What follows belongs to an exercise in optimizing a design on an open flow for small area; a production flow would make more cautious choices. In this exercise RTL edits were held to simulation tests only and were not proved equivalent to the original. No activity file was given, so power comes from the tool's default toggle rates.

==> run A <==
## pjon_rx
module pjon_rx (
    input  wire        clk,
    input  wire        rst_n,           
    input  wire        cmd_valid,
    input  wire [31:0] cmd,
    input  wire [2:0]  ev_clr,
    input  wire        cfg_shared,
    input  wire        cfg_simplex,
    input  wire        cfg_router,
    input  wire [7:0]  device_id,
    input  wire [31:0] bus_id,
    input  wire [2:0]  irq_en,
    output reg  [2:0]  result_code,
    output reg         ev_deliver,
    output reg         ev_resp_valid,
    output reg         ev_overrun,
    output wire        rx_active,
    output wire        irq,
    output wire [31:0] result,
    output wire [7:0]  resp,
    output reg  [7:0]  meta_rx_id,
    output reg  [7:0]  meta_tx_id,
    output reg  [31:0] meta_rx_bus,
    output reg  [31:0] meta_tx_bus,
    output reg  [15:0] meta_header,
    output wire [15:0] rx_length,
    output wire [15:0] rx_count,
    output wire [15:0] rx_payoff,
    output wire [15:0] rx_paylen,
    output reg  [7:0]  crc8_acc,
    output wire [31:0] crc32_acc
);
    localparam [2:0] R_NONE    = 3'd0;
    localparam [2:0] R_ACK     = 3'd1;
    localparam [2:0] R_NAK     = 3'd2;
    localparam [2:0] R_FAIL    = 3'd3;
    localparam [2:0] R_BUSY    = 3'd4;
    localparam [2:0] R_ILLEGAL = 3'd6;
    function [7:0] crc8_step;
        input [7:0] acc;
        input [7:0] b;
        reg [7:0] t;
        begin
            t = acc ^ b;
            crc8_step[0] = t[2] ^ t[4] ^ t[5];
  ...
export LEC_CHECK = 0
export CAP_MARGIN = 20
export CORE_MARGIN = 2
export CORE_UTILIZATION = 40
export SLEW_MARGIN = 20
create_clock -name core_clock -period 12.0 [get_ports {clk}]
standard.sh (not shown) runs the stock make flow with config.mk's settings and CLKGATE_MAP_FILE= SYNTH_SCRIPT=/design/flow/synth_recipe.tcl, a recipe that flattens the netlist after the stock synthesis.
==> flow/flow/run.sh <==
#!/bin/bash
# Own layout flow: the standard ORFS flow (standard.sh) with three changes
#  - synthesis maps logic with an area-oriented ABC script (flow/abc_map.script)
#    instead of ORFS's delay-oriented one, and leaves adders to ABC instead of
#    mapping them to half/full adder cells first; the rest of synthesis, and
#    so the registers, are unchanged;
#  - ports are buffered with buf_1 instead of the default buffer pick;
#  - the clock tree uses small clock buffers in sink clusters of up to 10,
#    without dummy loads.
# Each tool's output goes to a log file in this folder.
set -euo pipefail
W=$(pwd)
rm -rf "$W/scripts_mod"
cp -r "$FLOW_HOME/scripts" "$W/scripts_mod"
cp "$W/flow/abc_map.script" "$W/scripts_mod/abc_speed.script"
CTS="-sink_clustering_enable -repair_clock_nets -dont_use_dummy_load -sink_clustering_size 10 -sink_clustering_max_diameter 40 -buf_list {sky130_fd_sc_hd__clkbuf_2 sky130_fd_sc_hd__clkbuf_4}"
bash standard.sh \
  SCRIPTS_DIR="$W/scripts_mod" \
  ADDER_MAP_FILE= \
  BUFFER_PORTS_ARGS="-buffer_cell sky130_fd_sc_hd__buf_1" \
  CTS_ARGS="$CTS" \
  finish > "$W/standard_flow.log" 2>&1
==> flow/flow/abc_map.script <==
strash
dc2
dch -f
map -a
mfs2
strash
dc2
dch -f
map -a
topo
==> run B: changes against run A <==
--- a/flow/design.v
+++ b/flow/design.v
@@ -97,11 +97,11 @@
     reg        res_x;         
     reg [10:0] res_s;         
     reg        resp_ack, resp_nak;
     reg [10:0] len_q;         
     reg [9:0]  cnt_q;         
-    reg [3:0]  payoff_q;      
+    reg        dlv_q;         
     reg [9:0]  paylen_q;      
     reg [15:0] rx_hdr;        
     reg [7:0]  rx_byte0;      
     reg [31:0] rx_busbuf;     
     reg [31:0] rx_txbus;      
@@ -111,11 +111,14 @@
     assign crc32_acc = crc_x | {32{crc_f}};
     assign result    = res_x ? ~crc_x : {21'd0, res_s};
     assign resp      = {3'b000, resp_nak, 1'b0, resp_ack | resp_nak, resp_ack, resp_nak};
     assign rx_length = {5'd0, len_q};
     assign rx_count  = {6'd0, cnt_q};
-    assign rx_payoff = {12'd0, payoff_q};
+    wire [3:0] mh_pay = 4'd3 + {3'd0, meta_header[7]} + {3'd0, meta_header[6]} +
+                        {1'b0, meta_header[0], 2'b00} +
+                        (meta_header[1] ? (meta_header[0] ? 4'd5 : 4'd1) : 4'd0);
+    assign rx_payoff = {12'd0, mh_pay & {4{dlv_q}}};
     assign rx_paylen = {6'd0, paylen_q};
     wire [7:0] opc  = cmd[7:0];
     wire [7:0] b    = cmd[15:8];
     wire       vld  = cmd_valid && (cmd[31:18] == 14'd0);
     wire is_nop    = vld && opc == 8'h00;
@@ -217,11 +220,11 @@
             meta_rx_bus   <= 32'd0;
             meta_tx_bus   <= 32'd0;
             meta_header   <= 16'd0;
             len_q         <= 11'd0;
             cnt_q         <= 10'd0;
-            payoff_q      <= 4'd0;
+            dlv_q         <= 1'b0;
             paylen_q      <= 10'd0;
             crc8_acc      <= 8'd0;
             crc_f         <= 1'b1;
         end else begin
             ev_deliver    <= (ev_deliver & ~ev_clr[0]) | raise_d;
@@ -274,11 +277,11 @@
                 meta_rx_id  <= rx_byte0;
                 meta_header <= {h_eh ? rx_hdr[15:8] : 8'd0, rx_hdr[7:0]};
                 meta_rx_bus <= h_mode ? rx_busbuf : 32'd0;
                 meta_tx_bus <= (h_mode && h_si) ? rx_txbus : 32'd0;
                 meta_tx_id  <= h_si ? rx_txid : 8'd0;
-                payoff_q    <= pos_pay;
+                dlv_q       <= 1'b1;
                 paylen_q    <= len_q[9:0] - {5'd0, overhead};
             end
         end
     end
     always @(posedge clk) begin
==> flow/flow/run.sh (replaced) <==
#!/bin/bash
# Own layout flow: the standard ORFS flow (standard.sh) with three changes
#  - synthesis maps logic with an area-oriented ABC script (flow/abc_map.script,
#    a 30 s &deepsyn pass, then area mapping with don't-care resynthesis)
#    instead of ORFS's delay-oriented one, and leaves adders to ABC instead of
#    mapping them to half/full adder cells first; the rest of synthesis, and
#    so the registers, are unchanged;
#  - ports are buffered with buf_1 instead of the default buffer pick;
#  - the clock tree uses small clock buffers in sink clusters of up to 10,
#    without dummy loads.
# Each tool's output goes to a log file in this folder.
set -euo pipefail
W=$(pwd)
rm -rf "$W/scripts_mod"
cp -r "$FLOW_HOME/scripts" "$W/scripts_mod"
cp "$W/flow/abc_map.script" "$W/scripts_mod/abc_speed.script"
CTS="-sink_clustering_enable -repair_clock_nets -dont_use_dummy_load -sink_clustering_size 10 -sink_clustering_max_diameter 40 -buf_list {sky130_fd_sc_hd__clkbuf_2 sky130_fd_sc_hd__clkbuf_4}"
bash standard.sh \
  SCRIPTS_DIR="$W/scripts_mod" \
  ADDER_MAP_FILE= \
  SKIP_REPAIR_TIE_FANOUT=1 \
  BUFFER_PORTS_ARGS="-buffer_cell sky130_fd_sc_hd__buf_1" \
  CTS_ARGS="$CTS" \
  finish > "$W/standard_flow.log" 2>&1
==> flow/flow/abc_map.script (replaced) <==
strash
dc2
&get -n
&deepsyn -T 30
&put
dch -f
map -a
mfs2
strash
dc2
dch -f
map -a
mfs2
strash
dc2
dch -f
map -a
topo
Settings changed: PLACE_DENSITY set to 0.8.
==> run D: changes against run A <==
--- a/flow/flow/run.sh
+++ b/flow/flow/run.sh
@@ -1,8 +1,9 @@
 #!/bin/bash
 # Own layout flow: the standard ORFS flow (standard.sh) with three changes
-#  - synthesis maps logic with an area-oriented ABC script (flow/abc_map.script)
+#  - synthesis maps logic with an area-oriented ABC script (flow/abc_map.script,
+#    a 30 s &deepsyn pass, then area mapping with don't-care resynthesis)
 #    instead of ORFS's delay-oriented one, and leaves adders to ABC instead of
 #    mapping them to half/full adder cells first; the rest of synthesis, and
 #    so the registers, are unchanged;
 #  - ports are buffered with buf_1 instead of the default buffer pick;
 #  - the clock tree uses small clock buffers in sink clusters of up to 10,
==> flow/flow/abc_map.script (replaced) <==
strash
&get -n
&deepsyn -T 30
&put
dch -f
map -a
mfs2
strash
dc2
dch -f
map -a
mfs2
strash
dc2
dch -f
map -a
topo
Settings changed: CORE_UTILIZATION 40 to 60.
==> run K: changes against run A <==
--- a/flow/design.v
+++ b/flow/design.v
@@ -182,25 +182,23 @@
     end
     wire m  = (b == (cbyte ^ {8{h_c32}}));
     wire ok = m && rx_okf;
     wire bad_id  = first && !cfg_router && b != device_id && b != 8'hFF;
     wire bad_hdr = i1 && !cfg_router && (b[0] != cfg_shared);
-    wire [1:0] bus_k = j[1:0] - 2'd3;
-    reg  [7:0] bus_exp;
-    always @(*) begin
-        case (bus_k)
-            2'd0: bus_exp = bus_id[31:24];
-            2'd1: bus_exp = bus_id[23:16];
-            2'd2: bus_exp = bus_id[15:8];
-            default: bus_exp = bus_id[7:0];
-        endcase
-    end
-    wire bad_bus = !cfg_router && (we_bus != 4'd0) && (b != bus_exp);
+    wire [31:0] bus_nx;
+    assign bus_nx[31:24] = (is_byte && we_bus[0]) ? b : rx_busbuf[31:24];
+    assign bus_nx[23:16] = (is_byte && we_bus[1]) ? b : rx_busbuf[23:16];
+    assign bus_nx[15:8]  = (is_byte && we_bus[2]) ? b : rx_busbuf[15:8];
+    assign bus_nx[7:0]   = (is_byte && we_bus[3]) ? b : rx_busbuf[7:0];
+    wire [3:0] bus_eq = {bus_nx[31:24] == bus_id[31:24], bus_nx[23:16] == bus_id[23:16],
+                         bus_nx[15:8] == bus_id[15:8], bus_nx[7:0] == bus_id[7:0]};
+    wire bad_bus = !cfg_router && ((we_bus[0] && !bus_eq[3]) || (we_bus[1] && !bus_eq[2]) ||
+                                   (we_bus[2] && !bus_eq[1]) || (we_bus[3] && !bus_eq[0]));
     wire abort = bad_id || bad_hdr || bad_len || bad_bus;
     wire done  = !abort && complete;
     wire warranted = h_ackr && (rx_byte0 != 8'hFF) && !cfg_simplex && !cfg_router &&
-                     (!h_mode || rx_busbuf == bus_id);
+                     (!h_mode || bus_eq == 4'hF);
     wire rx_done = is_byte && done;
     wire raise_r = rx_done && warranted;
     wire raise_d = rx_done && ok;
     always @(posedge clk) begin
         if (!rst_n) begin
@@ -295,14 +293,11 @@
                 rx_hdr[7:0] <= b;
             if (i2 && h_eh)
                 rx_hdr[15:8] <= b;
             if (we_lenhi || we_txid)
                 rx_txid <= b;
-            if (we_bus[0]) rx_busbuf[31:24] <= b;
-            if (we_bus[1]) rx_busbuf[23:16] <= b;
-            if (we_bus[2]) rx_busbuf[15:8]  <= b;
-            if (we_bus[3]) rx_busbuf[7:0]   <= b;
+            rx_busbuf <= bus_nx;
             if (we_txb[0]) rx_txbus[31:24] <= b;
             if (we_txb[1]) rx_txbus[23:16] <= b;
             if (we_txb[2]) rx_txbus[15:8]  <= b;
             if (we_txb[3]) rx_txbus[7:0]   <= b;
             if (!chk32) begin
==> flow/flow/run.sh (replaced) <==
#!/bin/bash
# Own layout flow: the standard ORFS flow, with smaller port buffers
# (buf_1 instead of the default pick) and a clock tree built from small
# clock buffers in larger sink clusters, without dummy loads.
set -euo pipefail
W=$(pwd)
CTS="-sink_clustering_enable -repair_clock_nets -dont_use_dummy_load -sink_clustering_size 15 -sink_clustering_max_diameter 60 -buf_list {sky130_fd_sc_hd__clkbuf_2 sky130_fd_sc_hd__clkbuf_4 sky130_fd_sc_hd__clkbuf_8}"
bash standard.sh \
  BUFFER_PORTS_ARGS="-buffer_cell sky130_fd_sc_hd__buf_1" \
  CTS_ARGS="$CTS" \
  finish > "$W/standard_flow.log" 2>&1
removed: flow/flow/abc_map.script
==> qor summary <==
quantity	run K	run D	run B	run A
Reg-to-reg endpoint	meta_rx_bus[25]$_SDFFE_PN0P_	meta_rx_bus[23]$_SDFFE_PN0P_	meta_tx_bus[21]$_SDFFE_PN0P_	meta_header[14]$_SDFFE_PN0P_
Worst Path Required	12.53 ns	12.40 ns	12.60 ns	12.70 ns
All-layer global routing usage	0.225	0.344	0.261	0.260
Util after Layout	0.447	0.684	0.461	0.464
Root buffer cell	clkbuf_8	clkbuf_4	clkbuf_4	clkbuf_4
Result of the run	timing/DRC/antenna clean	timing/DRC/antenna clean	timing/DRC/antenna clean	timing/DRC/antenna clean
Origin of the critical flop-to-flop path	rx_hdr[1]$_DFFE_PP_	rx_hdr[7]$_DFFE_PP_	rx_hdr[7]$_DFFE_PP_	rx_hdr[6]$_DFFE_PP_
CP max-delay cell	nor4_4	clkinv_1	a2111oi_0	nor2_1
DRC marker count from the first detailed-route iteration	1085	1467	1233	1020
Largest net degree at the start of global routing	106	87	50	84
Instance count along the most critical hold path	2	2	1	2
Wirelength per Cell	19.9 um	20.3 um	22.4 um	21.0 um
Non-CTS buffers	321	318	320	321
Clock-pin slew of the registers on the worst-case setup and hold paths	0.07 ns	0.10 ns	0.10 ns	0.06 ns
Fraction of layout cells with a size suffix above 1	0.0789	0.0694	0.0707	0.0675
Max Clock Skew	0.0607 ns	0.0914 ns	0.164 ns	0.0916 ns
Register share of total power	0.609	0.637	0.600	0.622
Clock sink count	321	321	318	321
Final-layout worst hold slack	0.449 ns	0.457 ns	0.411 ns	0.464 ns
Compound-Gate Fraction of Synth Area	0.101	0.155	0.178	0.152
Placement-stage cell area	18700 um2	16100 um2	16000 um2	16500 um2
Area fraction in and, or, nand and nor cells after synthesis	0.191	0.164	0.144	0.169
Largest fanout on the critical path	105	34	32	83
GR met2 Demand/Resource	0.361	0.565	0.427	0.431

## afterwards: timing with drivers on the ports
No port has a modelled driver above. Below, the same layouts with a new extraction and two added sets of constraints. Step 1 (the two cells are an assumption about what drives the block):
set clk [get_ports {clk}]
set_driving_cell -lib_cell sky130_fd_sc_hd__clkbuf_16 $clk
set_driving_cell -lib_cell sky130_fd_sc_hd__buf_2 [delete_from_list [all_inputs] $clk]
Step 2 adds t to the input delays and takes it off the output delays; t is the mean of the earliest and latest rising clock arrival at the registers after step 1. Input paths then give back, and output paths get back, about the clock's delay inside the block. Three values: ideal, step 1, step 2; two values: the first two.
run	t (ns)	setup slack, ns	hold slack, ns	worst setup path at the end
run A	0.803	5.469 / 5.469 / 4.893	0.464 / 0.464 / 0.464	input to register
run B	0.786	5.045 / 5.069 / 4.283	0.411 / 0.411 / 0.411	input to register
run D	0.696	4.958 / 4.981 / 4.285	0.457 / 0.457 / 0.457	input to register
run K	0.665	5.059 / 5.059 / 4.426	0.449 / 0.449 / 0.449	input to register
After both steps every run listed still meets setup and hold. The setup slack of run B, which loses most, moves by +0.024 ns with the drivers and by -0.762 ns with both steps.
